Source: an optimization exercise on an open RTL-to-GDS flow (aim: small area, a short achievable clock period and few clock cycles per item). Production flows keep margins and buffers that such runs may drop. At most, simulation tests tie the RTL to the original design; equivalence was not proved. For run 2, only the layout was checked, not whether the RTL still works.

--- design.v ---
module rt_divider (
    input  wire [16:0] r,
    input  wire [16:0] d,
    output wire [16:0] r2,
    output wire [1:0]  q
);
    wire [19:0] rr  = {3'b000, r};
    wire [19:0] d1  = {3'b000, d};
    wire [19:0] d2  = {2'b00, d, 1'b0};
    wire [19:0] nd1 = ~d1;
    wire [19:0] nd2 = ~d2;
    wire [19:0] cs  = rr ^ nd1 ^ nd2;
    wire [19:0] cc  = (rr & nd1) | (rr & nd2) | (nd1 & nd2);
    wire [19:0] s3  = cs + {cc[18:0], 1'b0} + 20'd2;
    wire [19:0] s2  = rr - d2;
    wire [19:0] s1  = rr - d1;
    wire        g3  = ~s3[19];
    wire        g2  = ~s2[19];
    wire        g1  = ~s1[19];
    assign q  = g3 ? 2'd3 : g2 ? 2'd2 : g1 ? 2'd1 : 2'd0;
    assign r2 = g3 ? s3[16:0] : g2 ? s2[16:0] : g1 ? s1[16:0] : r;
endmodule
module raw_timing (
    input  wire         clk,
    input  wire         rst,
    input  wire         start,
    input  wire [1:0]   op,
    input  wire [1:0]   fmt,
    input  wire [7:0]   acc,
    input  wire [127:0] dur,
    input  wire [15:0]  base_in,
    input  wire [15:0]  n_bits,
    input  wire [15:0]  n_ones,
    input  wire [15:0]  dl,
    output wire         ready,
    output reg          done,
    output reg  [2:0]   status,
    output reg  [15:0]  base,
    output wire [15:0]  len,
    output reg  [127:0] ticks
);
    localparam OP_BASETIME = 2'd0;
    localparam OP_RENDER   = 2'd1;
    localparam OP_CONVERT  = 2'd2;
    localparam ST_OK          = 3'd0;
    localparam ST_BUF_SMALL   = 3'd2;
    localparam ST_TIMING_UNS  = 3'd4;
    localparam ST_ILLEGAL     = 3'd5;
    localparam S_IDLE = 3'd0;    
    localparam S_MIN  = 3'd1;    
    localparam S_HORN = 3'd2;    
    localparam S_GCD  = 3'd3;    
    localparam S_TSET = 3'd4;    
    localparam S_TICK = 3'd5;    
    localparam S_FIN1 = 3'd6;    
    localparam S_FIN2 = 3'd7;    
    reg [2:0] state;
    reg       ready_r;
    assign ready = ready_r;
    reg         conv;            
    reg  [12:0] nz_r;            
    reg  [12:0] ones_r;
    reg  [9:0]  dl_r;
    wire [15:0] d [0:7];
    genvar gi;
    generate
        for (gi = 0; gi < 8; gi = gi + 1) begin : g_unpack
            assign d[gi] = ticks[16*gi +: 16];
        end
    endgenerate
    reg  [15:0] A;               
    reg  [16:0] R;               
    reg  [16:0] D;               
    reg  [3:0]  cnt;             
    reg         mid;             
    reg  [15:0] fl;              
    reg  [2:0]  gk;              
    reg  [2:0]  ti;              
    reg  [2:0]  rd;              
    reg  [15:0] Q;               
    reg         xnz;             
    reg         unrep;
    reg  [12:0] P;               
    reg         pov;
    reg  [12:0] L;               
    reg         lov;
    reg  [1:0]  q2_r;            
    reg  [1:0]  pw_r;            
    reg         pv_r, plast_r, pfresh_r, padd, first;
    assign len = {3'b000, L};
    function [4:0] bitlen16(input [15:0] x);
        integer k;
        begin
            bitlen16 = 5'd0;
            for (k = 0; k < 16; k = k + 1)
                if (x[k]) bitlen16 = k + 1;
        end
    endfunction
    wire [16:0] r2;
    wire [1:0]  q2;
    rt_divider u_dig (.r(R), .d(D), .r2(r2), .q(q2));
    wire        tick_mode = (state == S_TSET) || (state == S_TICK);
    wire [15:0] pa = d[{rd[2:1], 1'b0}];
    wire [15:0] pb = d[{rd[2:1], 1'b1}];
    wire [15:0] xs = rd[0] ? pb : pa;
    wire [15:0] xn = fl;          
    wire [4:0]  blx = bitlen16(xn);
    wire [4:0]  blr = bitlen16(R[15:0]);
    wire [5:0]  bn  = tick_mode ? {1'b0, blx} + 6'd2 : {1'b0, blr} + 6'd1;
    wire [5:0]  ba  = {1'b0, bitlen16(A)};
    wire [5:0]  em1 = bn - ba - 6'd1;
    wire [3:0]  cnt_n = (bn > ba) ? em1[4:1] : 4'd0;
    wire [32:0] dsh = {17'd0, A} << {cnt_n, 1'b0};
    wire [16:0] d_al = dsh[16:0];
    wire [16:0] xsum = {1'b0, xn} + {2'b00, A[15:1]};
    wire [15:0] mcur = D[16:1];
    wire ab = (pa != 16'd0) && (pb == 16'd0 || pa < pb);
    wire am = (pa != 16'd0) && (mcur == 16'd0 || pa < mcur);
    wire bm = (pb != 16'd0) && (mcur == 16'd0 || pb < mcur);
    wire [15:0] mnew = (ab && am) ? pa : (!ab && bm) ? pb : mcur;
    wire [6:0]  hc   = Q[6:0];
    wire [8:0]  hm   = (D[16:15] == 2'd3) ? Q[15:7] : (D[16:15] == 2'd2) ? {1'b0, hc, 1'b0} :
                       (D[16:15] == 2'd1) ? {2'b00, hc} : 9'd0;
    wire [9:0]  hv   = {1'b0, P[6:0], 2'b00} + {1'b0, hm};
    wire [10:0] hv1 = {1'b0, hv} - 11'd100, hv2 = {1'b0, hv} - 11'd200,
                hv3 = {1'b0, hv} - 11'd300, hv4 = {1'b0, hv} - 11'd400,
                hv5 = {1'b0, hv} - 11'd500, hv6 = {1'b0, hv} - 11'd600;
    wire        ge1 = ~hv1[10], ge2 = ~hv2[10], ge3 = ~hv3[10],
                ge4 = ~hv4[10], ge5 = ~hv5[10], ge6 = ~hv6[10];
    wire [2:0]  hk   = {ge4, (ge2 & ~ge4) | ge6, (ge1 & ~ge2) | (ge3 & ~ge4) | (ge5 & ~ge6)};
    wire [6:0]  hr   = ge6 ? hv6[6:0] : ge5 ? hv5[6:0] : ge4 ? hv4[6:0] : ge3 ? hv3[6:0] :
                       ge2 ? hv2[6:0] : ge1 ? hv1[6:0] : hv[6:0];
    wire [13:0] fl_inc = fl[13:0] + 14'd1;
    wire [15:0] fl4  = {hk[2] ? fl_inc : fl[13:0], hk[1:0]};
    wire        hskip = (D[16:13] == 4'd0) && (P[6:0] == 7'd0) && (fl == 16'd0);
    wire [12:0] w    = (pw_r == 2'd0) ? 13'd1 : (pw_r == 2'd1) ? nz_r : ones_r;
    wire [15:0] pvv  = (pfresh_r ? 16'd0 : {1'b0, P, 2'b00}) + (q2_r[1] ? {2'b00, w, 1'b0} : 16'd0)
                                        + (q2_r[0] ? {3'b000, w} : 16'd0);
    wire        pvo  = (pov && !pfresh_r) || (pvv[15:13] != 3'd0);
    wire [13:0] lsum = {1'b0, L} + {1'b0, P};
    wire [14:0] thr  = {2'b00, dl_r, 3'b000} - {2'b00, L};    
    wire in_uses_acc = (op == OP_BASETIME) || (op == OP_CONVERT);
    wire in_uses_buf = (op == OP_RENDER) || (op == OP_CONVERT);
    wire in_illegal  = (op == 2'd3)
                    || (in_uses_acc && acc > 8'd100)
                    || (in_uses_buf && (dl > 16'd512 || n_bits > 16'd4096));
    wire in_allzero  = (dur == 128'd0);
    wire [15:0] tq = {Q[13:0], q2};
    integer j;
    always @(posedge clk) begin
        if (rst) begin
            state   <= S_IDLE;
            ready_r <= 1'b1;
            done    <= 1'b0;
            status  <= ST_OK;
        end else begin
            done <= 1'b0;
            if (pv_r) begin
                P   <= pvv[12:0];
                pov <= pvo;
            end
            if (padd) begin
                L   <= lsum[12:0];
                lov <= lov || pov || lsum[13];
            end
            pv_r <= 1'b0;
            padd <= pv_r && plast_r;
            case (state)
                S_IDLE: if (start) begin
                    ticks  <= dur;
                    conv   <= (op == OP_CONVERT);
                    Q      <= {9'd0, 7'd100 - acc[6:0]};
                    nz_r   <= n_bits[12:0];
                    ones_r <= n_ones[12:0];
                    dl_r   <= dl[9:0];
                    A      <= base_in;
                    base   <= base_in;
                    D      <= 17'd1;
                    fl     <= (op == OP_RENDER) ? dur[79:64] : 16'd0;
                    P      <= 13'd0;
                    gk     <= 3'd0;
                    mid    <= 1'b0;
                    rd     <= (op == OP_RENDER) ? 3'd5 : 3'd0;
                    pv_r   <= 1'b0;
                    padd   <= 1'b0;
                    if (in_illegal) begin
                        status <= ST_ILLEGAL;
                        done   <= 1'b1;
                    end else if (fmt[1]) begin
                        status <= ST_TIMING_UNS;
                        done   <= 1'b1;
                    end else if (op == OP_RENDER) begin
                        if (base_in == 16'd0) begin
                            status <= ST_TIMING_UNS;
                            done   <= 1'b1;
                        end else begin
                            state   <= S_TSET;
                            ready_r <= 1'b0;
                        end
                    end else if (in_allzero) begin
                        status <= ST_TIMING_UNS;
                        done   <= 1'b1;
                    end else begin
                        state   <= S_MIN;
                        ready_r <= 1'b0;
                    end
                end
                S_MIN: begin
                    D  <= {mnew, 1'b1};
                    gk <= gk + 3'd1;
                    Q[15:7] <= {2'b00, Q[6:0]} + {1'b0, Q[6:0], 1'b0};
                    rd <= {gk[1:0] + 2'd1, 1'b0};
                    if (gk[1:0] == 2'd3) begin
                        gk    <= 3'd0;
                        rd    <= 3'd0;
                        state <= S_HORN;
                    end
                end
                S_HORN: begin
                    if (D == 17'h10000) begin
                        A <= pa; D <= {1'b0, pa}; R <= {1'b0, pb};
                        rd <= 3'd2;
                        state <= S_GCD;
                    end else if (hskip) begin
                        D <= {D[12:0], 4'd0};
                    end else begin
                        P[6:0] <= hr;
                        fl     <= fl4;
                        D      <= {D[14:0], 2'b00};
                        if (D[14:0] == 15'h4000) begin
                            A <= pa; D <= {1'b0, pa}; R <= {1'b0, pb};
                            rd <= 3'd2;
                            state <= S_GCD;
                        end
                    end
                end
                S_GCD: begin
                    if (mid) begin
                        R   <= r2;
                        D   <= {2'b00, D[16:2]};
                        cnt <= cnt - 4'd1;
                        if (cnt == 4'd0) begin
                            A   <= r2[15:0];
                            D   <= r2;
                            R   <= {1'b0, A};
                            mid <= 1'b0;
                        end
                    end else if (A <= fl) begin
                        gk <= gk + 3'd1;
                        case (gk)
                            3'd0: begin
                                base <= R[15:0];
                                rd <= 3'd4;
                                A <= pa; D <= {1'b0, pa}; R <= {1'b0, pb};
                            end
                            3'd1: begin
                                A <= base; D <= {1'b0, base};
                            end
                            3'd2: begin
                                base <= R[15:0];
                                rd <= 3'd6;
                                A <= pa; D <= {1'b0, pa}; R <= {1'b0, pb};
                            end
                            3'd3: begin
                                rd <= 3'd4;
                                L <= R[12:0]; P <= {R[15:13], 10'd0};
                                A <= pa; D <= {1'b0, pa}; R <= {1'b0, pb};
                            end
                            3'd4: begin
                                A <= {P[12:10], L}; D <= {1'b0, P[12:10], L};
                            end
                            3'd5: begin
                                A <= base; D <= {1'b0, base};
                            end
                            default: begin
                                base <= R[15:0];
                                A    <= R[15:0];
                                fl   <= pa;           
                                rd   <= 3'd5;
                                if (R[15:0] == 16'd0) begin
                                    status  <= ST_TIMING_UNS;
                                    done    <= 1'b1;
                                    ready_r <= 1'b1;
                                    state   <= S_IDLE;
                                end else if (!conv) begin
                                    status  <= ST_OK;
                                    done    <= 1'b1;
                                    ready_r <= 1'b1;
                                    state   <= S_IDLE;
                                end else begin
                                    state <= S_TSET;
                                end
                            end
                        endcase
                    end else if (R < {1'b0, A, 2'b00}) begin
                        A <= r2[15:0];
                        D <= r2;
                        R <= {1'b0, A};
                    end else begin
                        D   <= d_al;
                        cnt <= cnt_n;
                        mid <= 1'b1;
                    end
                end
                S_TSET: begin
                    R     <= xsum;
                    D     <= d_al;
                    cnt   <= cnt_n;
                    Q     <= 16'd0;
                    xnz   <= (xn != 16'd0);
                    fl    <= xs;
                    rd    <= rd + 3'd1;
                    first <= 1'b1;
                    ti    <= 3'd4;
                    unrep <= 1'b0;
                    P     <= 13'd0;
                    pov   <= 1'b0;
                    L     <= 13'd0;
                    lov   <= 1'b0;
                    nz_r  <= nz_r - ones_r;
                    state <= S_TICK;
                end
                S_TICK: begin
                    R        <= r2;
                    D        <= {2'b00, D[16:2]};
                    Q        <= tq;
                    cnt      <= cnt - 4'd1;
                    q2_r     <= q2;
                    pw_r     <= ti[2] ? (ti[1] ? 2'd2 : 2'd1) : 2'd0;
                    pv_r     <= 1'b1;
                    plast_r  <= (cnt == 4'd0);
                    pfresh_r <= first;
                    first    <= (cnt == 4'd0);
                    if (cnt == 4'd0) begin
                        for (j = 0; j < 8; j = j + 1)
                            if (ti == j) ticks[16*j +: 16] <= tq;
                        if (xnz && tq == 16'd0) unrep <= 1'b1;
                        if (ti == 3'd3) begin
                            state <= S_FIN1;
                        end else begin
                            ti  <= ti + 3'd1;
                            R   <= xsum;
                            D   <= d_al;
                            cnt <= cnt_n;
                            Q   <= 16'd0;
                            xnz <= (xn != 16'd0);
                            fl  <= xs;
                            rd  <= rd + 3'd1;
                        end
                    end
                end
                S_FIN1: state <= S_FIN2;
                S_FIN2: begin
                    if (unrep)
                        status <= ST_TIMING_UNS;
                    else if (lov || pov || thr[14] || {1'b0, P} > thr[13:0])
                        status <= ST_BUF_SMALL;
                    else
                        status <= ST_OK;
                    done    <= 1'b1;
                    ready_r <= 1'b1;
                    state   <= S_IDLE;
                end
                default: state <= S_IDLE;
            endcase
        end
    end
endmodule
--- run.sh ---
#!/bin/bash
# synth_recipe.tcl (not shown) runs the flow's synth.tcl, then flattens the netlist and writes it again
# the make line also repeats each setting of config.mk as NAME=value (left out here)
make -C /OpenROAD-flow-scripts/flow DESIGN_CONFIG=/design/flow/config.mk WORK_HOME=/design/flow/orfs CLKGATE_MAP_FILE= SYNTH_SCRIPT=/design/flow/synth_recipe.tcl finish
--- config.mk ---
export PLATFORM = sky130hd
export DESIGN_NAME = raw_timing
export DESIGN_NICKNAME = raw_timing
export VERILOG_FILES = /design/flow/design.v
export SDC_FILE = /design/flow/constraint.sdc
export NUM_CORES = 4
export LEC_CHECK = 0
export CAP_MARGIN = 20
export CORE_MARGIN = 2
export CORE_UTILIZATION = 40
export SLEW_MARGIN = 20
--- constraint.sdc ---
create_clock -name core_clock -period 9.0 [get_ports {clk}]
set_input_delay 1.8000 -clock core_clock [delete_from_list [all_inputs] [get_ports {clk}]]
set_output_delay 1.8000 -clock core_clock [all_outputs]
set_load 0.01 [all_outputs]
==> results.ini, run 1 <==
[yosys]
syn-instance-count = 3290
synth_ff_type = edfxtp_1
synthXorXnorAreaFrac = 0.0328
synth_area_per_cell_um2 = 8.86
synth_compound_area_frac = 0.211
ys_types = 95
synth_fa_ha_area_frac = 0.146
ys_seq_elements = 324
syn_area_um2 = 29100
synthSimpleGateAreaFrac = 0.180
synth-edff-count = 316
synth.yosys.seq_area_share = 0.331
synth_top_family_by_area = compound AO/OA/AOI/OAI gates
synthMuxAreaShare = 0.0517
ys_warn_count = 1
async_flop_share = 0

[drt]
drt-total-wl_mm = 131
drt_iter0_markers = 3648
viasPerCell = 6.33
route.vias.total = 29200
avgRoutedWirePerCell_um = 28.5
dr.pass1.iters = 9
drc = 0
drtAntennaViolNets = 0

[timing]
worst_pin_slew_ns = 1.28
setup_viol = 0
hold_viol_final = 0
fin_tns_setup_ns = 0
slew_violations = 0
rsz0062_at_grt = false
max_slew_margin = 0.137
fin_crit_ns = 5.95
skew_ns = 0.0416
timing.fmax_mhz = 168
min_period_over_period = 0.662

[grt]
grt_pass1_wl_mm = 187
grt_max_degree = 87
grt_use_total = 0.339
grt_antenna_before_repair = 4
grt_pass1_vias = 27700
grt_overflow = 0

[setup_path]
crit_chain = o21bai_1 > a21oi_1 > o21ai_0 > a21oi_1 > o21ai_0 > a21oi_1 > ha_1 > xnor2_1 > a21oi_1 > ha_1 > and3_1 > and3_1 > a311oi_2 > buf_4 > mux2i_1 > o32ai_1 > a21oi_1 > a221oi_1 > nand3_1 > o211ai_1
crit_type = flop to flop
critical_path.top_delay_family = compound AO/OA/AOI/OAI gates
cp_slowest_cell = edfxtp_1
crit_top_cell = a21oi_1
worstPathArrival_ns = 6.31
critical-path-max-stage-delay_ns = 0.63
path_buf_inv = 1
cp.required_ns = 9.36
start_kind = flop
cp-end-kind = flop
cp_max_fo = 20

[clock_network]
clock_latency_ns = 0.61
clock_sinks = 324
post_cts_buffers = 0
max-clock-path-buffers = 3
numCtsBuffers = 42
tritoncts = built
cts_root_buffer = clkbuf_16
clk_pin_slew_ns = 0.06
cts_htree_levels = 2
hold_buffers = 0
ctsResizeCount = 0

[floorplan]
die-height_um = 274
pin_count = 372
initial_core_util = 0.406
die_w_um = 274
core_area_um2 = 71900
rows = 98
die_area_um2 = 75000

[cells_and_area]
drive_gt1_frac = 0.0590
layout.nets = 4151
postLayoutCoreUtil = 0.491
syn_to_final_growth_pct = 21.1

[outcome]
outcome = complete, no violations

[flow_run]
drv_cap = 0

[placed_design]
place_congestion = 1.04
portBuffers = 364
dp_hpwl_mm = 102

[worst_hold_path]
min_path_type = flop to flop

-- state kept, by name (all words and copies together) (netlist names), 10 cells and up --
name	cells
ticks	128
D	17
R	17
A	16
Q	16
base	16
fl	16
L	13
P	13
nz_r	13
ones_r	13
dl_r	10
-- layout by cell type (no fill, tap or decap), types with 74 or more instances in the layout --
cell             count
edfxtp_1           316
a21oi_1            215
inv_1              206
nand2_1            521
clkdlybuf4s50_1    364
nor4_1              74
o21ai_0            230
ha_1               280
xnor2_1             80
nor2_1             209
-- through the flow --
step	hold WS, ns	instance area (µm²)	setup slack [ns]	cells
global route	0.452	35300	2.93	4609
finish	0.435	35300	3.05	4612
detailed placement	0.415	33900	3.30	4533
floorplan	0.400	29100	3.56	3292
CTS	0.428	35300	3.31	4609
global placement	0.410	33900	3.31	4533
-- synth_stat cells, types with 19 or more instances --
cell        n  share of area
a21o_1     51          0.013
a22o_1     19         0.0057
mux2i_1    68          0.023
a31oi_1    45         0.0097
nor2_1    214          0.028
and3_1     20         0.0043
nand3_1    66          0.011
mux4_2     33          0.026
xnor2_1    80          0.024
a221oi_1   28         0.0084
nand2b_1   35         0.0075
a211oi_1   33         0.0085
clkbuf_1  103          0.013
a22oi_1    27         0.0070
ha_1      280           0.12
o31ai_1    22         0.0057
nor3_1     65          0.011
o21ai_0   230          0.040
o221ai_1   22         0.0066
inv_1     206          0.027
o21a_1     19         0.0049
nor2b_1    36         0.0077
xor2_1     29         0.0087
a21oi_1   215          0.037
edfxtp_1  316           0.33
nand2_1   522          0.067
nand4_1    32         0.0069
fa_1       37          0.025
nor4_1     76          0.016
o211ai_1   31         0.0080
o22ai_1    19         0.0041
-- kinds of logic after synthesis --
logic type,after synthesis
fa+ha+maj,317
mux,108
simple gates,1148
buf+inv,346
flops,324
xor+xnor,109
compound gates,937
other cells,1
-- metal layers --
| layer | wire, µm | vias to the layer above | GRT usage |
|---|---|---|---|
| met4 | 7650 | 4 | 0.169 |
| met2 | 57200 | 1852 | 0.522 |
| met3 | 14600 | 369 | 0.0870 |
| met1 | 51900 | 14000 | 0.441 |
| met5 | 30 | - | 0 |
| li1 | - | 13000 | - |
-- cell type report --
type	count	area, µm²
Antenna cell	3	7.51
Clock buffer	47	1070
Clock inverter	29	285
Fill cell	7010	36600
Inverter	210	788
Multi-Input combinational cell	2622	18200
Sequential cell	324	9650
Tap cell	950	1190
Timing Repair Buffer	427	4120
-- final timing paths --
kind / startpoint / endpoint / slack (ns) / cells past startpoint
max: R[3] / D[15] / 3.05 / 20
min: first / pfresh_r / 0.43 / 0
max reg2reg: R[3] / D[15] / 3.05 / 20
min reg2reg: first / pfresh_r / 0.43 / 0
Testbench counts, summed over its fixed seeds: cycles 154,635, ops 2,400.
==> inputs of run 2 (changes only) <==
--- a/design.v
+++ b/design.v
@@ -35,7 +35,7 @@
     output wire         ready,
     output reg          done,
     output reg  [2:0]   status,
-    output reg  [15:0]  base,
+    output wire [15:0]  base,
     output wire [15:0]  len,
     output reg  [127:0] ticks
 );
@@ -73,7 +73,8 @@
     reg  [16:0] D;               
     reg  [3:0]  cnt;             
     reg         mid;             
-    reg  [15:0] fl;              
+    reg  [16:0] fl;              
+    reg         xnz_n;           
     reg  [2:0]  gk;              
     reg  [2:0]  ti;              
     reg  [2:0]  rd;              
@@ -87,13 +88,21 @@
     reg  [1:0]  q2_r;            
     reg  [1:0]  pw_r;            
     reg         pv_r, plast_r, pfresh_r, padd, first;
-    assign len = {3'b000, L};
-    function [4:0] bitlen16(input [15:0] x);
-        integer k;
+    assign len  = {3'b000, L};
+    assign base = A;             
+    function [3:0] msb16(input [15:0] x);
+        reg [7:0] y8;
+        reg [3:0] y4;
+        reg [1:0] y2;
+        reg a3, a2, a1;
         begin
-            bitlen16 = 5'd0;
-            for (k = 0; k < 16; k = k + 1)
-                if (x[k]) bitlen16 = k + 1;
+            a3 = |x[15:8];
+            y8 = a3 ? x[15:8] : x[7:0];
+            a2 = |y8[7:4];
+            y4 = a2 ? y8[7:4] : y8[3:0];
+            a1 = |y4[3:2];
+            y2 = a1 ? y4[3:2] : y4[1:0];
+            msb16 = {a3, a2, a1, y2[1]};
         end
     endfunction
     wire [16:0] r2;
@@ -103,16 +112,15 @@
     wire [15:0] pa = d[{rd[2:1], 1'b0}];
     wire [15:0] pb = d[{rd[2:1], 1'b1}];
     wire [15:0] xs = rd[0] ? pb : pa;
-    wire [15:0] xn = fl;          
-    wire [4:0]  blx = bitlen16(xn);
-    wire [4:0]  blr = bitlen16(R[15:0]);
-    wire [5:0]  bn  = tick_mode ? {1'b0, blx} + 6'd2 : {1'b0, blr} + 6'd1;
-    wire [5:0]  ba  = {1'b0, bitlen16(A)};
-    wire [5:0]  em1 = bn - ba - 6'd1;
-    wire [3:0]  cnt_n = (bn > ba) ? em1[4:1] : 4'd0;
+    wire [16:0] xn = fl;          
+    wire [4:0]  mx  = xn[16] ? 5'd16 : {1'b0, msb16(xn[15:0])};
+    wire [4:0]  mr  = {1'b0, msb16(R[15:0])};
+    wire [5:0]  df  = {1'b0, tick_mode ? mx : mr} - {2'b00, msb16(A)};
+    wire [3:0]  cnt_n = df[5] ? 4'd0 : df[4:1];
     wire [32:0] dsh = {17'd0, A} << {cnt_n, 1'b0};
     wire [16:0] d_al = dsh[16:0];
-    wire [16:0] xsum = {1'b0, xn} + {2'b00, A[15:1]};
+    wire [15:0] hb   = (state == S_GCD) ? R[15:0] : A;
+    wire [16:0] xpf  = {1'b0, xs} + {2'b00, hb[15:1]};
     wire [15:0] mcur = D[16:1];
     wire ab = (pa != 16'd0) && (pb == 16'd0 || pa < pb);
     wire am = (pa != 16'd0) && (mcur == 16'd0 || pa < mcur);
@@ -131,8 +139,8 @@
     wire [6:0]  hr   = ge6 ? hv6[6:0] : ge5 ? hv5[6:0] : ge4 ? hv4[6:0] : ge3 ? hv3[6:0] :
                        ge2 ? hv2[6:0] : ge1 ? hv1[6:0] : hv[6:0];
     wire [13:0] fl_inc = fl[13:0] + 14'd1;
-    wire [15:0] fl4  = {hk[2] ? fl_inc : fl[13:0], hk[1:0]};
-    wire        hskip = (D[16:13] == 4'd0) && (P[6:0] == 7'd0) && (fl == 16'd0);
+    wire [16:0] fl4  = {1'b0, hk[2] ? fl_inc : fl[13:0], hk[1:0]};
+    wire        hskip = (D[16:13] == 4'd0) && (P[6:0] == 7'd0) && (fl[15:0] == 16'd0);
     wire [12:0] w    = (pw_r == 2'd0) ? 13'd1 : (pw_r == 2'd1) ? nz_r : ones_r;
     wire [15:0] pvv  = (pfresh_r ? 16'd0 : {1'b0, P, 2'b00}) + (q2_r[1] ? {2'b00, w, 1'b0} : 16'd0)
                                         + (q2_r[0] ? {3'b000, w} : 16'd0);
@@ -145,15 +153,12 @@
                     || (in_uses_acc && acc > 8'd100)
                     || (in_uses_buf && (dl > 16'd512 || n_bits > 16'd4096));
     wire in_allzero  = (dur == 128'd0);
+    wire in_01       = (dur[15:0] != 16'd0) && (dur[31:16] == 16'd0 || dur[15:0] < dur[31:16]);
+    wire [15:0] in_min01 = in_01 ? dur[15:0] : dur[31:16];
     wire [15:0] tq = {Q[13:0], q2};
     integer j;
     always @(posedge clk) begin
-        if (rst) begin
-            state   <= S_IDLE;
-            ready_r <= 1'b1;
-            done    <= 1'b0;
-            status  <= ST_OK;
-        end else begin
+        begin
             done <= 1'b0;
             if (pv_r) begin
                 P   <= pvv[12:0];
@@ -168,19 +173,19 @@
             case (state)
                 S_IDLE: if (start) begin
                     ticks  <= dur;
-                    conv   <= (op == OP_CONVERT);
+                    conv   <= (op != OP_BASETIME);
                     Q      <= {9'd0, 7'd100 - acc[6:0]};
                     nz_r   <= n_bits[12:0];
                     ones_r <= n_ones[12:0];
                     dl_r   <= dl[9:0];
-                    A      <= base_in;
-                    base   <= base_in;
+                    A      <= 16'd0;
+                    R      <= {1'b0, base_in};
                     D      <= 17'd1;
-                    fl     <= (op == OP_RENDER) ? dur[79:64] : 16'd0;
+                    fl     <= 17'd0;
                     P      <= 13'd0;
-                    gk     <= 3'd0;
+                    gk     <= (op == OP_RENDER) ? 3'd6 : 3'd0;
                     mid    <= 1'b0;
-                    rd     <= (op == OP_RENDER) ? 3'd5 : 3'd0;
+                    rd     <= (op == OP_RENDER) ? 3'd4 : 3'd0;
                     pv_r   <= 1'b0;
                     padd   <= 1'b0;
                     if (in_illegal) begin
@@ -194,7 +199,7 @@
                             status <= ST_TIMING_UNS;
                             done   <= 1'b1;
                         end else begin
-                            state   <= S_TSET;
+                            state   <= S_GCD;
                             ready_r <= 1'b0;
                         end
                     end else if (in_allzero) begin
@@ -245,19 +250,19 @@
                             R   <= {1'b0, A};
                             mid <= 1'b0;
                         end
-                    end else if (A <= fl) begin
+                    end else if (A <= fl[15:0]) begin
                         gk <= gk + 3'd1;
                         case (gk)
                             3'd0: begin
-                                base <= R[15:0];
+                                Q <= R[15:0];
                                 rd <= 3'd4;
                                 A <= pa; D <= {1'b0, pa}; R <= {1'b0, pb};
                             end
                             3'd1: begin
-                                A <= base; D <= {1'b0, base};
+                                A <= Q; D <= {1'b0, Q};
                             end
                             3'd2: begin
-                                base <= R[15:0];
+                                Q <= R[15:0];
                                 rd <= 3'd6;
                                 A <= pa; D <= {1'b0, pa}; R <= {1'b0, pb};
                             end
@@ -270,13 +275,13 @@
                                 A <= {P[12:10], L}; D <= {1'b0, P[12:10], L};
                             end
                             3'd5: begin
-                                A <= base; D <= {1'b0, base};
+                                A <= Q; D <= {1'b0, Q};
                             end
                             default: begin
-                                base <= R[15:0];
                                 A    <= R[15:0];
-                                fl   <= pa;           
-                                rd   <= 3'd5;
+                                fl    <= xpf;          
+                                xnz_n <= (xs != 16'd0);
+                                rd    <= 3'd5;
                                 if (R[15:0] == 16'd0) begin
                                     status  <= ST_TIMING_UNS;
                                     done    <= 1'b1;
@@ -303,12 +308,13 @@
                     end
                 end
                 S_TSET: begin
-                    R     <= xsum;
+                    R     <= xn;
                     D     <= d_al;
                     cnt   <= cnt_n;
                     Q     <= 16'd0;
-                    xnz   <= (xn != 16'd0);
-                    fl    <= xs;
+                    xnz   <= xnz_n;
+                    fl    <= xpf;
+                    xnz_n <= (xs != 16'd0);
                     rd    <= rd + 3'd1;
                     first <= 1'b1;
                     ti    <= 3'd4;
@@ -339,12 +345,13 @@
                             state <= S_FIN1;
                         end else begin
                             ti  <= ti + 3'd1;
-                            R   <= xsum;
-                            D   <= d_al;
-                            cnt <= cnt_n;
-                            Q   <= 16'd0;
-                            xnz <= (xn != 16'd0);
-                            fl  <= xs;
+                            R     <= xn;
+                            D     <= d_al;
+                            cnt   <= cnt_n;
+                            Q     <= 16'd0;
+                            xnz   <= xnz_n;
+                            fl    <= xpf;
+                            xnz_n <= (xs != 16'd0);
                             rd  <= rd + 3'd1;
                         end
                     end
@@ -364,5 +371,11 @@
                 default: state <= S_IDLE;
             endcase
         end
+        if (rst) begin
+            state   <= S_IDLE;
+            ready_r <= 1'b1;
+            done    <= 1'b0;
+            status  <= ST_OK;
+        end
     end
 endmodule
--- a/config.mk
+++ b/config.mk
@@ -8,4 +8,5 @@
 export CAP_MARGIN = 20
 export CORE_MARGIN = 2
 export CORE_UTILIZATION = 40
+export SETUP_SLACK_MARGIN = 5.0
 export SLEW_MARGIN = 20
==> run 2 against run 1 <==
Still clean on timing, DRC and antenna. Sequential cell count decreased by 14. Synthesized cell count is 0.21% lower. Clock-buffer cell count did not move. Non-clock buffer count rose by 311. Die area is 1.4% lower. Final cell count increased by 6.3%. Fmax grew 29%. Via count increased by 6.4%. Wire length rose by 7.9%. Critical path type unchanged.
==> results.ini, run 2 <==
[timing]
fin_crit_ns = 4.62
fin_tns_setup_ns = 0
slew_violations = 0
setup_viol = 0
timing.fmax_mhz = 216
min_period_over_period = 0.514
rsz0062_at_grt = true
max_slew_margin = 0.251
hold_viol_final = 0
worst_pin_slew_ns = 1.12
skew_ns = 0.0478

[cells_and_area]
final_common_cell = nand2_1
layout_common_cells = nand2_1, clkdlybuf4s50_1, buf_4
largest_register = ticks
nFillCells = 6452
layout.nets = 4438
postLayoutCellArea_um2 = 39800
largest_register_ffs = 128
drive_gt1_frac = 0.214
syn_to_final_growth_pct = 38.7

[drt]
dr.pass1.iters = 9
drtAntennaViolNets = 0
avgRoutedWirePerCell_um = 28.9
drc = 0
viasPerCell = 6.33
drt-total-wl_mm = 142
drt_iter0_markers = 3736
route.vias.total = 31000

[placed_design]
postPlaceCellArea_um2 = 33600
place_congestion = 1.07
dp_hpwl_mm = 103
portBuffers = 364

[floorplan]
die-height_um = 272
initial_core_util = 0.403
die_w_um = 272
rows = 98
pin_count = 372
core_area_um2 = 71200
die_area_um2 = 74000

[grt]
grt_max_degree = 88
grt_overflow = 0
grt_antenna_before_repair = 10
grt_pass1_vias = 29100
grt_pass1_wl_mm = 199
grt_use_total = 0.366

[clock_network]
clock_sinks = 310
clk_pin_slew_ns = 0.06
numCtsBuffers = 39
clock_latency_ns = 0.61
cts_htree_levels = 2
cts_root_buffer = clkbuf_16
tritoncts = built
max-clock-path-buffers = 3

[yosys]
yosys.area.top_type_share = 0.284
synth_commonest_cells = nand2_1, ha_1, edfxtp_1, inv_1, o21ai_0
synth_area_per_cell_um2 = 8.75
ys_warn_count = 1
ys_seq_elements = 310
ys_types = 103
synth.yosys.seq_area_share = 0.311
synth-edff-count = 272
synthTopCellsByArea = edfxtp_1, ha_1, nand2_1
syn-instance-count = 3283
yosys.area.top_type = edfxtp_1
synth_ff_type = edfxtp_1
async_flop_share = 0
synth_most_common_cell = nand2_1
syn_area_um2 = 28700

[setup_path]
critical_path.top_delay_family = compound AO/OA/AOI/OAI gates
critical-path-max-stage-delay_ns = 0.55
worstPathArrival_ns = 4.92
crit_chain = clkinvlp_4 > fa_1 > ha_4 > ha_4 > a211oi_4 > o21ai_2 > and4_4 > nor3_4 > nor3_2 > a21o_1 > buf_12 > nor2_4 > buf_6 > clkinvlp_4 > o221a_4 > o211ai_1
cp_slowest_cell = fa_1
path_buf_inv = 4
start_kind = flop
cp.required_ns = 9.29
cp-end-kind = flop
cp_max_fo = 4
crit_type = flop to flop

[outcome]
outcome = complete, no violations

[worst_hold_path]
min_path_type = flop to flop

[flow_run]
drv_cap = 0

[run 2: changes by cell type after synthesis, moves of 12 or more]
cell / before / now
clkbuf_1: 103 / 115
nor2_1: 214 / 193
nand2b_1: 35 / 47
o22ai_1: 19 / 43
o21ai_0: 230 / 209
edfxtp_1: 316 / 272
dfxtp_1: 8 / 38
mux2_2: 6 / 21
o21a_1: 19 / 42
a21o_1: 51 / 64
nand2_1: 522 / 495
mux2i_1: 68 / 38
[run 2: logic make-up after synthesis]
| family | share of synthesized area |
|---|---|
| XOR/XNOR | 0.0344 |
| other | 0.000131 |
| buffers and inverters | 0.0490 |
| adder cells (fa/ha/maj) | 0.146 |
| AO/OA/AOI/OAI | 0.227 |
| multiplexers | 0.0479 |
| flip-flops | 0.311 |
| AND/OR/NAND/NOR | 0.186 |
[run 2: path summary, 6_finish.rpt]
| path | from | to | slack, ns | cells past startpoint |
|---|---|---|---|---|
| max | D[2] | A[13] | 4.38 | 16 |
| max reg2reg | D[2] | A[13] | 4.38 | 16 |
| min reg2reg | first | pfresh_r | 0.43 | 0 |
| min | first | pfresh_r | 0.43 | 0 |
[run 2: final cells by class]
type                    count  area, µm²  area share
flip-flops and latches    310       8940       0.224
inverters                 213        877      0.0220
multi-input cells        2617      20500       0.514
diodes                      5       12.5    0.000314
clock buffers              47       1070      0.0268
repair buffers            738       6980       0.175
clock inverters            23        290     0.00729
well taps                 950       1190      0.0298
[run 2: what timing repair did]
item	CTS	global route
hold buffers	0	0
setup buffers	237	83
pin swaps	126	112
gates resized for setup	299	191
gates cloned	5	1
setup endpoints to repair	173	159
[run 2: worst reg2reg max path: cells and delay by family (launching register included)]
kind / cells / cell delay (ns)
AOI/OAI and AO/OA: 5 / 1.49
adders and majority gates: 3 / 1.07
buffers and inverters: 4 / 0.81
DFF: 1 / 0.43
and+or+nand+nor: 4 / 0.55
[run 2: per-stage QoR]
stage	utilization	worst slack, ns	hold slack (ns)	std cells
final	0.559	4.38	0.431	4903
after global routing	0.559	4.45	0.443	4899
after CTS	0.538	4.58	0.428	4814
after detailed placement	0.472	3.20	0.417	4502
after global placement	0.472	3.23	0.405	4502
after floorplan	-	4.63	0.400	3285
[run 2: layer usage]
metal,track usage,vias up,wire length (µm)
met5,0,-,108
met4,0.200,8,9130
met3,0.116,482,17700
met2,0.562,2087,61400
met1,0.458,14900,53300
li1,-,13600,-
==> inputs of run 3 (changes only) <==
--- a/design.v
+++ b/design.v
@@ -35,7 +35,7 @@
     output wire         ready,
     output reg          done,
     output reg  [2:0]   status,
-    output wire [15:0]  base,
+    output reg  [15:0]  base,
     output wire [15:0]  len,
     output reg  [127:0] ticks
 );
@@ -88,8 +88,7 @@
     reg  [1:0]  q2_r;            
     reg  [1:0]  pw_r;            
     reg         pv_r, plast_r, pfresh_r, padd, first;
-    assign len  = {3'b000, L};
-    assign base = A;             
+    assign len = {3'b000, L};
     function [3:0] msb16(input [15:0] x);
         reg [7:0] y8;
         reg [3:0] y4;
@@ -158,7 +157,12 @@
     wire [15:0] tq = {Q[13:0], q2};
     integer j;
     always @(posedge clk) begin
-        begin
+        if (rst) begin
+            state   <= S_IDLE;
+            ready_r <= 1'b1;
+            done    <= 1'b0;
+            status  <= ST_OK;
+        end else begin
             done <= 1'b0;
             if (pv_r) begin
                 P   <= pvv[12:0];
@@ -254,15 +258,15 @@
                         gk <= gk + 3'd1;
                         case (gk)
                             3'd0: begin
-                                Q <= R[15:0];
+                                base <= R[15:0];
                                 rd <= 3'd4;
                                 A <= pa; D <= {1'b0, pa}; R <= {1'b0, pb};
                             end
                             3'd1: begin
-                                A <= Q; D <= {1'b0, Q};
+                                A <= base; D <= {1'b0, base};
                             end
                             3'd2: begin
-                                Q <= R[15:0];
+                                base <= R[15:0];
                                 rd <= 3'd6;
                                 A <= pa; D <= {1'b0, pa}; R <= {1'b0, pb};
                             end
@@ -275,9 +279,10 @@
                                 A <= {P[12:10], L}; D <= {1'b0, P[12:10], L};
                             end
                             3'd5: begin
-                                A <= Q; D <= {1'b0, Q};
+                                A <= base; D <= {1'b0, base};
                             end
                             default: begin
+                                base <= R[15:0];
                                 A    <= R[15:0];
                                 fl    <= xpf;          
                                 xnz_n <= (xs != 16'd0);
@@ -371,11 +376,5 @@
                 default: state <= S_IDLE;
             endcase
         end
-        if (rst) begin
-            state   <= S_IDLE;
-            ready_r <= 1'b1;
-            done    <= 1'b0;
-            status  <= ST_OK;
-        end
     end
 endmodule
--- a/config.mk
+++ b/config.mk
@@ -8,5 +8,4 @@
 export CAP_MARGIN = 20
 export CORE_MARGIN = 2
 export CORE_UTILIZATION = 40
-export SETUP_SLACK_MARGIN = 5.0
 export SLEW_MARGIN = 20
==> run 3 against run 2 <==
Area after synthesis grew 0.61%. First-iteration DRC count fell by 13%. Fmax down 25%. Hold slack better by 0.025 ns. Critical endpoint is now A[12]. Global-route usage shrank 2.6 points. Wire length decreased by 8.7%. Sequential share of layout area increased by 5.3 points.
==> results.ini, run 3 <==
[worst_hold_path]
min_path_type = flop to flop

[placed_design]
place_ws_ns = 3.02
portBuffers = 364
dp_hpwl_mm = 99.7
place_congestion = 1.03

[clock_network]
clock_sinks = 326
tritoncts = built
ctsResizeCount = 0
cts_root_buffer = clkbuf_16
clock_latency_ns = 0.60
numCtsBuffers = 38
post_cts_buffers = 0
clk_pin_slew_ns = 0.06
max-clock-path-buffers = 3
cts_htree_levels = 2
hold_buffers = 0

[setup_path]
cp.required_ns = 9.37
cp_max_fo = 19
worstPathArrival_ns = 6.55
cp-end-kind = flop
start_kind = flop
crit_type = flop to flop

[timing]
timing.fmax_mhz = 162
setup_viol = 0
fin_crit_ns = 6.19
rsz0062_at_grt = false
fin_tns_setup_ns = 0
slew_violations = 0
skew_ns = 0.0289
max_slew_margin = 0.144
worst_pin_slew_ns = 1.27
hold_viol_final = 0
min_period_over_period = 0.687
fin_ws_ns = 2.81

[cells_and_area]
largest_register = ticks
seq_area_um2 = 9710
nFillCells = 6913
final_common_cell = nand2_1
layout_common_cells = nand2_1, clkdlybuf4s50_1, edfxtp_1
syn_to_final_growth_pct = 21.2
multi_input_area_um2 = 17900
drive_gt1_frac = 0.0630
largest_register_ffs = 128
layout.nets = 4090

[yosys]
yosys.area.top_type_share = 0.330
ys_warn_count = 1
syn_area_um2 = 28900
async_flop_share = 0
synth_area_per_cell_um2 = 8.91
synth_ff_type = edfxtp_1
synthTopCellsByArea = edfxtp_1, ha_1, nand2_1
synth-edff-count = 318
ys_types = 98
synth_most_common_cell = nand2_1
synth_commonest_cells = nand2_1, edfxtp_1, ha_1, nor2_1, inv_1
yosys.area.top_type = edfxtp_1
synth.yosys.seq_area_share = 0.336
ys_seq_elements = 326
syn-instance-count = 3245

[floorplan]
die_area_um2 = 74400
die_w_um = 273
initial_core_util = 0.404
die-height_um = 273
pin_count = 372
core_area_um2 = 71500
rows = 98

[grt]
grt_pass1_wl_mm = 186
grt_antenna_before_repair = 7
grt_overflow = 0
grt_pass1_vias = 27100
grt_use_total = 0.340
grt_max_degree = 78

[drt]
drc = 0
avgRoutedWirePerCell_um = 28.4
drtAntennaViolNets = 0
drt_iter0_markers = 3246
route.vias.total = 28200
drt-total-wl_mm = 129
viasPerCell = 6.20
dr.pass1.iters = 6

[flow_run]
drv_cap = 0

[outcome]
outcome = complete, no violations

-- run 3: changes by cell type in the layout (fill, tap and decap cells not counted), sizes merged, moves of 19 or more --
cell and change:
buf -312, edfxtp +46, dfxtp -30, nor2 +26, inv +25, a21o -19, nand2 +19
-- run 3: area by class of cell --
class,count,share of cell area
inverters,216,0.0231
diodes,2,0.000143
clock buffers,44,0.0281
clock inverters,25,0.0104
flip-flops and latches,326,0.277
repair buffers,424,0.117
multi-input cells,2566,0.510
well taps,950,0.0339
-- run 3: critical path, cell delays in order, from the launching register on --
cell and delay (ns):
edfxtp_1 0.55, inv_1 0.26, fa_1 0.48, ha_1 0.33
ha_1 0.32, a211oi_1 0.32, o211ai_1 0.19, a41o_1 0.30
o311ai_0 0.52, a31oi_1 0.19, o21ai_0 0.24, and2_1 0.60
o21ai_0 0.19, o22ai_1 0.97, o211ai_1 0.16, a21oi_1 0.36
-- run 3: through the flow --
step	area, µm²	utilization	cells	hold WS [ns]
final	35000	0.490	4553	0.456
after global routing	35000	0.490	4552	0.456
after CTS	35000	0.490	4551	0.459
after detailed placement	33700	0.471	4482	0.425
after global placement	33700	0.471	4482	0.437
after floorplan	28900	-	3247	0.400
-- run 3: routing by layer --
metal  part of all wire  global-route usage  up-vias  routed length (µm)
met5            0.00018                   0        -                  23
met4              0.068               0.198        4                8770
met3               0.10              0.0927      389               13400
met2               0.45               0.543     1610               58700
met1               0.37               0.412    13500               48400
li1                   -                   -    12700                   -
-- run 3: cells by family (layout without fill, tap and decap cells) --
logic type / after synthesis / in the layout / synth area share
xor gates and xnor gates: 114 / 114 / 0.0348
AOI/OAI and AO/OA: 895 / 895 / 0.205
buffers and inverters: 355 / 709 / 0.0486
other: 1 / 5 / 0.000130
and+or+nand+nor: 1143 / 1143 / 0.182
muxes: 100 / 100 / 0.0490
DFF: 326 / 326 / 0.336
adders and majority gates: 311 / 311 / 0.144
-- run 3: path summary, 6_finish.rpt --
| check | start | to | slack, ns | cells past startpoint |
|---|---|---|---|---|
| worst max-delay path | D[1] | A[12] | 2.81 | 15 |
| worst min-delay path | first | pfresh_r | 0.46 | 0 |
| worst max register to register | D[1] | A[12] | 2.81 | 15 |
| worst min register to register | first | pfresh_r | 0.46 | 0 |
Testbench counts of run 3, summed over its fixed seeds: cycles 148,597, ops 2,400.
==> inputs of run 4 (changes only) <==
--- a/design.v
+++ b/design.v
@@ -35,7 +35,7 @@
     output wire         ready,
     output reg          done,
     output reg  [2:0]   status,
-    output reg  [15:0]  base,
+    output wire [15:0]  base,
     output wire [15:0]  len,
     output reg  [127:0] ticks
 );
@@ -88,7 +88,8 @@
     reg  [1:0]  q2_r;            
     reg  [1:0]  pw_r;            
     reg         pv_r, plast_r, pfresh_r, padd, first;
-    assign len = {3'b000, L};
+    assign len  = {3'b000, L};
+    assign base = A;             
     function [3:0] msb16(input [15:0] x);
         reg [7:0] y8;
         reg [3:0] y4;
@@ -107,7 +108,7 @@
     wire [16:0] r2;
     wire [1:0]  q2;
     rt_divider u_dig (.r(R), .d(D), .r2(r2), .q(q2));
-    wire        tick_mode = (state == S_TSET) || (state == S_TICK);
+    reg         tick_mode;       
     wire [15:0] pa = d[{rd[2:1], 1'b0}];
     wire [15:0] pb = d[{rd[2:1], 1'b1}];
     wire [15:0] xs = rd[0] ? pb : pa;
@@ -157,12 +158,7 @@
     wire [15:0] tq = {Q[13:0], q2};
     integer j;
     always @(posedge clk) begin
-        if (rst) begin
-            state   <= S_IDLE;
-            ready_r <= 1'b1;
-            done    <= 1'b0;
-            status  <= ST_OK;
-        end else begin
+        begin
             done <= 1'b0;
             if (pv_r) begin
                 P   <= pvv[12:0];
@@ -188,6 +184,7 @@
                     fl     <= 17'd0;
                     P      <= 13'd0;
                     gk     <= (op == OP_RENDER) ? 3'd6 : 3'd0;
+                    tick_mode <= 1'b0;
                     mid    <= 1'b0;
                     rd     <= (op == OP_RENDER) ? 3'd4 : 3'd0;
                     pv_r   <= 1'b0;
@@ -258,15 +255,15 @@
                         gk <= gk + 3'd1;
                         case (gk)
                             3'd0: begin
-                                base <= R[15:0];
+                                Q <= R[15:0];
                                 rd <= 3'd4;
                                 A <= pa; D <= {1'b0, pa}; R <= {1'b0, pb};
                             end
                             3'd1: begin
-                                A <= base; D <= {1'b0, base};
+                                A <= Q; D <= {1'b0, Q};
                             end
                             3'd2: begin
-                                base <= R[15:0];
+                                Q <= R[15:0];
                                 rd <= 3'd6;
                                 A <= pa; D <= {1'b0, pa}; R <= {1'b0, pb};
                             end
@@ -279,10 +276,9 @@
                                 A <= {P[12:10], L}; D <= {1'b0, P[12:10], L};
                             end
                             3'd5: begin
-                                A <= base; D <= {1'b0, base};
+                                A <= Q; D <= {1'b0, Q};
                             end
                             default: begin
-                                base <= R[15:0];
                                 A    <= R[15:0];
                                 fl    <= xpf;          
                                 xnz_n <= (xs != 16'd0);
@@ -298,7 +294,8 @@
                                     ready_r <= 1'b1;
                                     state   <= S_IDLE;
                                 end else begin
-                                    state <= S_TSET;
+                                    state     <= S_TSET;
+                                    tick_mode <= 1'b1;
                                 end
                             end
                         endcase
@@ -347,7 +344,8 @@
                             if (ti == j) ticks[16*j +: 16] <= tq;
                         if (xnz && tq == 16'd0) unrep <= 1'b1;
                         if (ti == 3'd3) begin
-                            state <= S_FIN1;
+                            state     <= S_FIN1;
+                            tick_mode <= 1'b0;
                         end else begin
                             ti  <= ti + 3'd1;
                             R     <= xn;
@@ -376,5 +374,11 @@
                 default: state <= S_IDLE;
             endcase
         end
+        if (rst) begin
+            state   <= S_IDLE;
+            ready_r <= 1'b1;
+            done    <= 1'b0;
+            status  <= ST_OK;
+        end
     end
 endmodule
--- a/config.mk
+++ b/config.mk
@@ -8,4 +8,5 @@
 export CAP_MARGIN = 20
 export CORE_MARGIN = 2
 export CORE_UTILIZATION = 40
+export SETUP_SLACK_MARGIN = 5.0
 export SLEW_MARGIN = 20
==> run 4 against run 3 <==
Wire length is 13% higher. Global-route usage is 3.7 points higher. Register-to-register slack better by 1.7 ns. Fmax is 37% higher. Critical path depth is 4 higher. Via count is 10% higher. Critical path type unchanged.
==> results.ini, run 4 <==
[placed_design]
place_ws_ns = 3.45
place_congestion = 1.05
dp_hpwl_mm = 103
dp.cells = 4488
postPlaceCellArea_um2 = 33400
portBuffers = 364

[grt]
grt_overflow = 0
grt_pass1_vias = 29500
grt_antenna_before_repair = 7
grt_max_degree = 80
grt_use_total = 0.378
grt_pass1_wl_mm = 204

[timing]
max_slew_margin = 0.127
slew_violations = 0
worst_pin_slew_ns = 1.31
rsz0062_at_grt = true
hold_viol_final = 0
min_period_over_period = 0.501
fin_tns_setup_ns = 0
fin_crit_ns = 4.51
setup_viol = 0
skew_ns = 0.0394
timing.fmax_mhz = 222
fin_ws_ns = 4.49

[clock_network]
cts_root_buffer = clkbuf_16
numCtsBuffers = 37
clock_latency_ns = 0.60
clock_sinks = 311
tritoncts = built
hold_buffers = 0
clk_pin_slew_ns = 0.07
cts_htree_levels = 2
max-clock-path-buffers = 3

[setup_path]
worstPathArrival_ns = 4.84
cp-end-kind = flop
r2r-start = fl[3]
cp-startpoint = fl[3]
crit_type = flop to flop
start_kind = flop
critical-path-max-stage-delay_ns = 0.64
cp_max_fo = 6
cp_slowest_cell = edfxtp_1
crit_chain = nor4b_1 > o2111ai_1 > o2111ai_1 > a32oi_2 > o21ai_4 > inv_2 > fa_2 > nor2b_1 > o21ai_1 > nand2b_1 > nor3_2 > a22oi_2 > buf_12 > buf_6 > buf_6 > buf_4 > nand3_4 > o21ai_1 > a311o_1
cp.required_ns = 9.33

[yosys]
syn_area_um2 = 28600
ys_types = 100
syn-instance-count = 3265
synth-edff-count = 273
async_flop_share = 0
yosys.area.top_type = edfxtp_1
yosys.area.top_type_share = 0.286
synth_commonest_cells = nand2_1, ha_1, edfxtp_1, nor2_1, a21oi_1
synth_most_common_cell = nand2_1
synth.yosys.seq_area_share = 0.313
ys_seq_elements = 311
synth_area_per_cell_um2 = 8.77
synthTopCellsByArea = edfxtp_1, ha_1, nand2_1
ys_warn_count = 1
synth_ff_type = edfxtp_1

[floorplan]
initial_core_util = 0.403
rows = 98
die-height_um = 272
die_w_um = 272
pin_count = 372
core_area_um2 = 71100
die_area_um2 = 73700

[cells_and_area]
largest_register_ffs = 128
final_cell_count_no_fill = 4887
postLayoutCellArea_um2 = 39900
final_common_cell = nand2_1
layout.nets = 4423
drive_gt1_frac = 0.212
largest_register = ticks
nFillCells = 6489
syn_to_final_growth_pct = 39.3
seq_area_um2 = 8970
layout_common_cells = nand2_1, clkdlybuf4s50_1, buf_4
multi_input_area_um2 = 20500

[worst_hold_path]
min_path_type = flop to flop
hold_start = xnz_n

[outcome]
outcome = complete, no violations

[drt]
drc = 0
drtAntennaViolNets = 0
route.vias.total = 31200
dr.pass1.iters = 8
drt_iter0_markers = 4267
drt-total-wl_mm = 146
viasPerCell = 6.38
avgRoutedWirePerCell_um = 29.9

[flow_run]
drv_cap = 0

## run 4: changes by cell type after synthesis, moves of 12 or more
cell,before,now
a211oi_1,18,30
dfxtp_1,8,38
edfxtp_1,318,273
inv_1,215,202
nand2_1,514,480
nand2b_1,47,32
nor2_1,218,247
nor3_1,75,59
o221ai_1,13,28
xnor2_1,92,76
xor2_1,21,34
## run 4: metrics by stage
step           utilization  hold WS, ns
6_report             0.561        0.437
5_1_grt              0.561        0.448
4_1_cts              0.535        0.431
3_5_place_dp         0.470        0.416
3_3_place_gp         0.470        0.410
2_1_floorplan            -        0.400
## run 4: repair_timing
action / 4_1_cts / 5_1_grt
cloned: 9 / 4
resized for setup: 335 / 205
endpoints found under the setup margin: 339 / 216
pin swaps: 114 / 117
setup buffers: 219 / 95
## run 4: layer usage
metal,track usage,up-vias,part of all wire
met5,0,-,0.00027
met1,0.464,15000,0.37
met3,0.122,514,0.13
li1,-,13600,-
met2,0.583,2125,0.43
met4,0.213,6,0.069
## run 4: final cells by class
cell class,instances,area share
clock inverters,22,0.00549
multi-input cells,2611,0.515
inverters,207,0.0215
clock buffers,45,0.0245
flip-flops and latches,311,0.225
repair buffers,736,0.178
well taps,950,0.0298
diodes,5,0.000314
## run 4: final timing paths
path | end | slack (ns) | depth (start not counted)
min | xnz | 0.44 | 0
max reg2reg | D[0] | 4.49 | 19
min reg2reg | xnz | 0.44 | 0
max | D[0] | 4.49 | 19
## run 4: cell families (layout without fill, tap and decap cells)
kind of cell,Yosys count,after routing,share of synthesized area
adders and majority gates,312,312,0.146
AOI/OAI and AO/OA,969,972,0.232
other,1,8,0.000131
and+or+nand+nor,1116,1117,0.179
buffers and inverters,349,1010,0.0475
xor gates and xnor gates,110,110,0.0336
muxes,97,97,0.0487
DFF,311,311,0.313
## run 4: critical path, delay by kind of cell (launching register included)
family	cells	cell delay, ns
AOI/OAI and AO/OA	8	1.84
adders and majority gates	1	0.31
and+or+nand+nor	5	0.81
DFF	1	0.64
buffers and inverters	5	0.65
Testbench counts of run 4, summed over its fixed seeds: cycles 148,597, ops 2,400.
==> inputs of run 5 (changes only) <==
--- a/config.mk
+++ b/config.mk
@@ -5,6 +5,7 @@
 export SDC_FILE = /design/flow/constraint.sdc
 export NUM_CORES = 4
 export LEC_CHECK = 0
+export ABC_AREA = 1
 export CAP_MARGIN = 20
 export CORE_MARGIN = 2
 export CORE_UTILIZATION = 40
==> run 5 against run 4 <==
Sequential cell count stayed put. Hold slack worse by 0.021 ns. Cell area is 1.8% lower. First-iteration DRC count is 10% higher. Still clean.
==> results.ini, run 5 <==
[outcome]
outcome = complete, no violations

[floorplan]
core_area_um2 = 71400
die_w_um = 272
pin_count = 372
rows = 98
die-height_um = 272
initial_core_util = 0.403
die_area_um2 = 74100

[cells_and_area]
layout.nets = 4957
syn_to_final_growth_pct = 36.0
drive_gt1_frac = 0.184
final_common_cell = nand2_1
postLayoutCoreUtil = 0.549
postLayoutCellArea_um2 = 39200
largest_register = ticks
layout_common_cells = nand2_1, inv_1, clkdlybuf4s50_1
largest_register_ffs = 128

[timing]
fin_crit_ns = 4.22
timing.fmax_mhz = 237
rsz0062_at_grt = true
hold_slack_ns = 0.416
fin_tns_setup_ns = 0
setup_viol = 0
skew_ns = 0.0393
fin_ws_ns = 4.78
hold_viol_final = 0
worst_pin_slew_ns = 1.35
max_slew_margin = 0.101
min_period_over_period = 0.468
slew_violations = 0

[setup_path]
start_kind = flop
r2r-start = D[2]
worstPathArrival_ns = 4.54
timing.rr.end = ticks[97]
cp-end-kind = flop
r2r_setup_slack_ns = 4.78
crit_type = flop to flop
cp.required_ns = 9.32
reg2reg_depth = 23
cp_max_fo = 8

[yosys]
synth_commonest_cells = nand2_1, inv_1, a21oi_1, nor2_1, ha_1
async_flop_share = 0
syn-instance-count = 3851
synth.yosys.seq_area_share = 0.311
synth-edff-count = 273
synthTopCellsByArea = edfxtp_1, nand2_1, ha_1
ys_types = 70
yosys.area.top_type_share = 0.285
synth_area_per_cell_um2 = 7.47
synth_most_common_cell = nand2_1
syn_area_um2 = 28800
synth_ff_type = edfxtp_1
yosys.area.top_type = edfxtp_1
ys_warn_count = 1
ys_seq_elements = 311

[placed_design]
place_ws_ns = 3.34
portBuffers = 364
dp_hpwl_mm = 107
place_congestion = 1.03
postPlaceCellArea_um2 = 33500

[worst_hold_path]
hold_start = first
min_path_type = flop to flop
holdPathEnd = pfresh_r
holdPathStages = 0

[grt]
grt_overflow = 0
grt_pass1_wl_mm = 201
grt_max_degree = 117
grt_pass1_vias = 29900
grt_antenna_before_repair = 5
grt_use_total = 0.368

[drt]
dr.pass1.iters = 9
drt-total-wl_mm = 145
drt_iter0_markers = 4706
avgRoutedWirePerCell_um = 26.7
drtAntennaViolNets = 0
route.vias.total = 32600
drc = 0
viasPerCell = 6.02

[flow_run]
drv_cap = 0

[clock_network]
clk_pin_slew_ns = 0.07
hold_buffers = 0
tritoncts = built
cts_htree_levels = 2
cts_root_buffer = clkbuf_16
clock_latency_ns = 0.60
numCtsBuffers = 39
clock_sinks = 311
max-clock-path-buffers = 3

## run 5: cell type report
class | count | area [µm²]
Fill cell | 6768 | 32200
Clock buffer | 47 | 1030
Clock inverter | 22 | 208
Inverter | 463 | 1930
Tap cell | 950 | 1190
Antenna cell | 1 | 2.50
Timing Repair inverter | 5 | 43.8
Timing Repair Buffer | 655 | 6150
Sequential cell | 311 | 8960
Multi-Input combinational cell | 2963 | 19700
## run 5: worst max path at each step
stage | from | end | slack (ns) | cells after the start
4_1_cts | D[3] | D[15] | 4.88 | 25
3_3_place_gp | D[16] | fl[12] | 3.42 | 18
5_1_grt | D[6] | D[11] | 4.66 | 24
2_1_floorplan | D[15] | fl[12] | 5.16 | 21
3_5_place_dp | D[16] | fl[12] | 3.34 | 18
6_report | D[2] | ticks[97] | 4.78 | 23
## run 5: cell families after synthesis
group | Yosys count | share of synthesized area
AND/OR/NAND/NOR | 1667 | 0.252
AO/OA/AOI/OAI | 893 | 0.186
buffers and inverters | 584 | 0.0806
adder cells (fa/ha/maj) | 312 | 0.145
flip-flops | 311 | 0.311
XOR/XNOR | 81 | 0.0246
multiplexers | 2 | 0.000696
other | 1 | 0.000130
## run 5: timing repair
item,CTS,global route
buffers inserted,131,107
setup endpoints to repair,193,169
pin swaps,82,153
gates resized for setup,285,309
gates cloned,4,9
## run 5: critical path, stage by stage (launching register included)
cell and delay, ns:
edfxtp_1 0.40, clkinvlp_4 0.24, buf_6 0.20, fa_2 0.59, ha_4 0.16, ha_4 0.20, nand2_2 0.09, nor2_2 0.05
nand3_2 0.09, o2111ai_4 0.13, nand2_1 0.10, nand2_2 0.07, nand2_2 0.08, a21oi_2 0.06, or2_4 0.26, a21boi_4 0.18
buf_8 0.15, clkinvlp_4 0.11, buf_6 0.13, buf_6 0.12, nor2_4 0.25, nor2_4 0.09, clkinv_4 0.12, o21ai_1 0.08
## run 5: per-layer routing
layer / routed length (µm) / vias to the layer above / GRT usage
li1: - / 14600 / -
met1: 54800 / 15200 / 0.475
met2: 61300 / 2280 / 0.557
met3: 19200 / 518 / 0.113
met4: 9290 / 10 / 0.185
met5: 122 / - / 0
## run 5: metrics by stage
stage | instances
finish | 5417
detailed placement | 5096
floorplan | 3853
global placement | 5096
global route | 5416
CTS | 5300
==> inputs of run 6 (changes only) <==
--- a/config.mk
+++ b/config.mk
@@ -8,6 +8,6 @@
 export ABC_AREA = 1
 export CAP_MARGIN = 20
 export CORE_MARGIN = 2
-export CORE_UTILIZATION = 40
+export CORE_UTILIZATION = 50
 export SETUP_SLACK_MARGIN = 5.0
 export SLEW_MARGIN = 20
==> run 6 against run 5 <==
Via count grew 1.8%. Area after synthesis is the same. Core utilization grew 14 points. First-iteration DRC count shrank 0.59%. Final cell count shrank 3.2%. Sequential share of layout area grew 0.16 points. Wire length shrank 1.5%. Non-clock buffer count grew 14.
==> results.ini, run 6 <==
[drt]
avgRoutedWirePerCell_um = 27.2
viasPerCell = 6.33
drt_iter0_markers = 4678
drt-total-wl_mm = 143
dr.pass1.iters = 9
drtAntennaViolNets = 0
drc = 0
route.vias.total = 33200

[yosys]
synth.yosys.seq_area_share = 0.311
ys_warn_count = 1
synth_commonest_cells = nand2_1, inv_1, a21oi_1, nor2_1, ha_1
synth_compound_area_frac = 0.186
synthMuxAreaShare = 0.000696
synth_most_common_cell = nand2_1
synth_fa_ha_area_frac = 0.145
ys_seq_elements = 311
synthTopCellsByArea = edfxtp_1, nand2_1, ha_1
syn-instance-count = 3851
synth_top_family_by_area = simple AND/OR/NAND/NOR gates
synth_area_per_cell_um2 = 7.47
yosys.area.top_type_share = 0.285
synth_ff_type = edfxtp_1
synth-edff-count = 273
async_flop_share = 0
syn_area_um2 = 28800
ys_types = 70
synthXorXnorAreaFrac = 0.0246
yosys.area.top_type = edfxtp_1
synthSimpleGateAreaFrac = 0.252

[cells_and_area]
largest_register_ffs = 128
final_common_cell = nand2_1
drive_gt1_frac = 0.180
largest_register = ticks
layout.nets = 4974
final_cell_count_no_fill = 5245
syn_to_final_growth_pct = 35.1
layout_common_cells = nand2_1, inv_1, clkdlybuf4s50_1
postLayoutCellArea_um2 = 38900

[setup_path]
cp-end-kind = flop
crit_type = flop to flop
reg2reg_depth = 24
cp.required_ns = 9.32
r2r_setup_slack_ns = 4.79
timing.rr.end = D[9]
r2r-start = D[3]
start_kind = flop
worstPathArrival_ns = 4.53
cp_max_fo = 4

[timing]
fin_ws_ns = 4.79
skew_ns = 0.0322
hold_viol_final = 0
worst_pin_slew_ns = 1.02
max_slew_margin = 0.317
timing.fmax_mhz = 238
min_period_over_period = 0.467
fin_tns_setup_ns = 0
setup_viol = 0
fin_crit_ns = 4.21
slew_violations = 0
rsz0062_at_grt = true

[floorplan]
pin_count = 372
die-height_um = 244
die_area_um2 = 59500
initial_core_util = 0.509
core_area_um2 = 56600
die_w_um = 244
rows = 87

[grt]
grt_pass1_wl_mm = 198
grt_pass1_vias = 30200
grt_antenna_before_repair = 4
grt_overflow = 0
grt_max_degree = 83
grt_use_total = 0.449

[clock_network]
hold_buffers = 0
clock_sinks = 311
clk_pin_slew_ns = 0.07
numCtsBuffers = 39
clock_latency_ns = 0.60
cts_htree_levels = 2
tritoncts = built
cts_root_buffer = clkbuf_16
max-clock-path-buffers = 3

[flow_run]
drv_cap = 0

[placed_design]
dp.cells = 4895
portBuffers = 364
postPlaceCellArea_um2 = 33200
place_congestion = 1.10
dp_hpwl_mm = 102
place_ws_ns = 3.53

[worst_hold_path]
min_path_type = flop to flop
hold_start = xnz_n
holdPathEnd = xnz
holdPathStages = 0

[outcome]
outcome = complete, no violations

## run 6: cell counts after synthesis
Identical to the previous run, type by type.
## run 6: what timing repair did
action,CTS,global route
buffers inserted,116,142
setup endpoints to repair,160,147
resized for setup,242,311
cloned,10,7
pin swaps,41,110
## run 6: worst max path at each step
stage | from | to | depth (start not counted)
floorplan | D[15] | fl[12] | 21
global placement | rd[2] | D[5] | 18
detailed placement | rd[2] | D[5] | 18
CTS | D[16] | fl[12] | 22
global route | D[3] | D[15] | 25
finish | D[3] | D[9] | 24
## run 6: cell families (layout without fill, tap and decap cells)
| kind of cell | Yosys count | in the layout |
|---|---|---|
| simple gates | 1667 | 1674 |
| compound gates | 893 | 893 |
| buf+inv | 584 | 1210 |
| fa+ha+maj | 312 | 312 |
| flops | 311 | 311 |
| xor+xnor | 81 | 81 |
| mux | 2 | 2 |
| other cells | 1 | 6 |
## run 6: cell type report
class                   instances  area [µm²]
fillers                      4864       17700
clock buffers                  48        1040
inverters                     463        1940
flip-flops and latches        311        8960
clock inverters                24         312
diodes                          3        7.51
repair buffers                669        6230
well taps                     756         946
repair inverters                6        40.0
multi-input cells            2965       19400
## run 6: metal layers
metal | share of wire | up-vias | track usage
li1 | - | 14600 | -
met4 | 0.075 | 4 | 0.255
met1 | 0.36 | 15400 | 0.565
met5 | 0.00039 | - | 0.00572
met3 | 0.14 | 668 | 0.155
met2 | 0.42 | 2508 | 0.671
## run 6: worst max-delay path: stages, from the launching register on
cell	delay, ns
edfxtp_1	0.39
clkinvlp_4	0.24
fa_1	0.65
ha_4	0.22
ha_4	0.23
nand2_2	0.07
nand2_2	0.06
nand3_2	0.07
nand2_1	0.06
nand2_1	0.08
o2111ai_2	0.12
nand2_1	0.11
nand2_2	0.07
nand2_2	0.08
a21oi_2	0.05
or2_4	0.24
a21boi_4	0.15
buf_6	0.14
buf_12	0.11
buf_6	0.09
o211ai_1	0.21
nand2_4	0.22
nor2_1	0.06
nor2_1	0.12
nand2_1	0.08
## run 6: through the flow
| step | util | hold WS (ns) |
|---|---|---|
| after floorplan | - | 0.400 |
| after global placement | 0.586 | 0.402 |
| after detailed placement | 0.586 | 0.406 |
| after CTS | 0.644 | 0.421 |
| after global routing | 0.687 | 0.436 |
| final | 0.687 | 0.423 |

-- port drivers added, routing unchanged --
Ports are ideal in the flow. The routed layouts listed here were re-timed in OpenROAD.
Step 1: set_driving_cell puts a clkbuf_16 on clk and a buf_2 on each other input, an assumption about the parent block.
Step 2 times the ports against the registers' clock, not the clock port: input delays grow and output delays shrink by t, the midpoint of the rising clock arrivals with the driver on.
a / b / c = no drivers / after step 1 / after step 2; a / b = the first two.
| run | t (ns) | setup slack, ns | worst setup path at the end | worst slew at a driven data input, ns |
|---|---|---|---|---|
| run 1 | 0.653 | 3.047 / 3.047 / 3.047 | register to register | 0.08 |
| run 2 | 0.647 | 4.375 / 4.375 / 4.325 | input to register | 0.11 |
| run 3 | 0.651 | 2.813 / 2.813 / 2.813 | register to register | 0.08 |
| run 4 | 0.643 | 4.491 / 4.491 / 4.415 | input to register | 0.12 |
| run 5 | 0.641 | 4.784 / 4.784 / 4.417 | input to register | 0.10 |
| run 6 | 0.646 | 4.795 / 4.795 / 4.442 | input to register | 0.11 |
After both steps setup and hold are still met in every run listed. The setup slack of run 5, which loses most, moves by 0.000 ns with the drivers and by -0.367 ns with both steps.
